What follows belongs to an exercise in optimizing a design on an open flow for small area, a short achievable clock period and few clock cycles; a production flow would make more cautious choices.
In this exercise RTL edits were held to simulation tests only and were not proved equivalent to the original.

Setup of build 73:
## biquad_fc
module biquad_fc (
    input             clk,
    input             rst_n,        
    input             coef_we,
    input      [2:0]  coef_sel,
    input      [31:0] coef_data,
    input             hist_clr,     
    input             in_valid,
    output            in_ready,
    input      [31:0] in_l,
    input      [31:0] in_r,
    output reg        out_valid,
    output     [31:0] out_l,
    output     [31:0] out_r
);
==> flow/config.mk <==
export PLATFORM = sky130hd
export DESIGN_NAME = biquad_fc
export DESIGN_NICKNAME = biquad_fc
export VERILOG_FILES = /design/flow/design.v
export SDC_FILE = /design/flow/constraint.sdc
export NUM_CORES = 4
export LEC_CHECK = 0
export ABC_AREA = 1
export CAP_MARGIN = 0
export CORE_MARGIN = 2
export CORE_UTILIZATION = 40
export PLACE_DENSITY = 0.6
export SLEW_MARGIN = 0
export TNS_END_PERCENT = 0
==> flow/constraint.sdc <==
create_clock -name core_clock -period 45.0 [get_ports {clk}]
set_input_delay 9.0000 -clock core_clock [delete_from_list [all_inputs] [get_ports {clk}]]
set_output_delay 9.0000 -clock core_clock [all_outputs]
set_load 0.01 [all_outputs]
standard.sh (not shown) runs the stock make flow with config.mk's settings and CLKGATE_MAP_FILE= SYNTH_SCRIPT=/design/flow/synth_recipe.tcl, a recipe that flattens the netlist after the stock synthesis.
==> flow/flow/run.sh <==
#!/bin/bash
set -euo pipefail
bash standard.sh SETUP_SLACK_MARGIN=33 finish > make.log 2>&1
Testbench counts of build 73, summed over its fixed seeds: cycles 166,440.
#### Input delta (build 95 over build 73)
Settings: a change of SLEW_MARGIN from 0 to 20; a change of CAP_MARGIN from 0 to 20; a change of PLACE_DENSITY from 0.6 to 0.7; a change of CORE_UTILIZATION from 40 to 55.
### Flow results
- Going from build 73 to build 95, number of buffers added by the clock tree synthesis step shrinks by 7.
- In the metrics for build 95 and build 73, the one carrying the higher total wire length after detailed routing is build 73.
- Of build 95 and build 73, the lower area of the multi-input gates belongs to build 95.
- From build 73 to build 95 the numbers moved as follows: largest stage delay on the critical path moved up; buffering stage count on the worst path with inverters included moved down.
- When build 95 is set beside build 73, its final cycle utilization of the critical path turns out to be 1.7 points larger.
- Compared with build 73, build 95 ends up with less cell area.
- Compared with build 73, build 95 shows a lower non-clock buffer count.
- Logic depth of the worst setup path including buffers (build 95 vs. build 73) increases by a few percent
- [diff] least setup slack across all paths after layout, build 95 relative to build 73: regression
The following lists how build 38 was set up differently from build 95:
Settings: swapping 55 for 40 in CORE_UTILIZATION; swapping 0.7 for 0.6 in PLACE_DENSITY; clearing TNS_END_PERCENT, which used to be 0.
==> flow/flow/run.sh <==
#!/bin/bash
set -euo pipefail
bash standard.sh SETUP_SLACK_MARGIN=30 finish > make.log 2>&1
Overall via count from detail_route down 1.6% in build 38 wrt build 95
Detailed-route wire length ended up 14000 µm higher on build 38 than on build 95.
Diff build 95 -> build 38 | die area | up by more than a quarter
In the flow results for build 38 and build 95, the critical path depth is smaller on build 95.
Re sequential share of layout area: build 38 and build 95 aren't equal, and the higher value belongs to build 95.
Looking at maximum fanout encountered on the critical timing path across build 38 and build 95, the one that comes out lower is build 38.
Area used by sequential logic in the layout essentially unchanged between build 95 and build 38.
#### Input delta (build 65 over build 38)
Settings: TNS_END_PERCENT newly set to 0.
==> flow/flow/run.sh <==
#!/bin/bash
set -euo pipefail
bash standard.sh SETUP_SLACK_MARGIN=36 finish > make.log 2>&1
==> summary.txt <==
In the flow results for build 38 and build 65, the arrival time reported for the critical path endpoint is larger on build 38. Build 65 ended with less count of clock-buffer cells in the layout than build 38. Any difference in sequential cell area in the final layout between build 65 and build 38 is small enough to ignore. Number of instances in the synthesized netlist: build 38 vs build 65 identical. Of build 38 and build 65, the run reporting the higher maximum frequency was build 65. Maximum single-stage delay on the critical path in build 65 is 0.02 ns above build 38. Build 65 has area of all placed cells without fillers above what build 38 had.

biquad_fc, a different RTL version from the one above (not shown whole).
Size in the first run: about 170 I/O pins, roughly 84000 sq um of cells after synthesis.
==> flow/config.mk <==
export PLATFORM = sky130hd
export DESIGN_NAME = biquad_fc
export DESIGN_NICKNAME = biquad_fc
export VERILOG_FILES = /design/flow/design.v
export SDC_FILE = /design/flow/constraint.sdc
export NUM_CORES = 4
export LEC_CHECK = 0
export ABC_AREA = 1
export CAP_MARGIN = 20
export CORE_MARGIN = 2
export CORE_UTILIZATION = 32
export PLACE_DENSITY = 0.5
export SLEW_MARGIN = 20
export TNS_END_PERCENT = 0
==> flow/constraint.sdc <==
create_clock -name core_clock -period 45.0 [get_ports {clk}]
set_input_delay 9.0000 -clock core_clock [delete_from_list [all_inputs] [get_ports {clk}]]
set_output_delay 9.0000 -clock core_clock [all_outputs]
set_load 0.01 [all_outputs]
==> flow/flow/run.sh <==
#!/bin/bash
set -euo pipefail
bash standard.sh SETUP_SLACK_MARGIN=36 finish > make.log 2>&1
Testbench counts at the start, summed over its fixed seeds: cycles 166,440.
Edit:
CORE_UTILIZATION = 40   (was 32)
PLACE_DENSITY = 0.6   (was 0.5)
Utilization rises by 8.4 points; die area went down by 20%; final area shrinks by about 1.5%.

==> re-timing with driven ports <==
No port has a modelled driver above. Below, the same layouts with a new extraction and two added sets of constraints. Step 1 assumes that a clkbuf_16 drives the clock port and a buf_2 every other input. Step 2 times the ports against the registers' clock, not the clock port: input delays grow and output delays shrink by t, the midpoint of the rising clock arrivals with the driver on. a / b / c = ideal ports / drivers / drivers and shift; a / b = the first two.
run	t (ns)	setup slack, ns	clock arrival spread, ns	slew at the worst register clock pin (ns)
build 73	0.813	31.572 / 31.572 / 31.572	0.102 / 0.102	0.08 / 0.08
build 95	0.801	30.807 / 30.807 / 30.807	0.129 / 0.128	0.08 / 0.08
build 38	0.833	30.714 / 30.714 / 30.714	0.107 / 0.107	0.08 / 0.08
build 65	0.826	31.624 / 31.624 / 31.624	0.067 / 0.067	0.07 / 0.07
the first run of note 2	0.846	30.683 / 30.683 / 30.683	0.120 / 0.119	0.07 / 0.07
the second run of note 2	0.827	30.939 / 30.939 / 30.939	0.120 / 0.121	0.08 / 0.08
After both steps setup and hold are still met in every run listed.
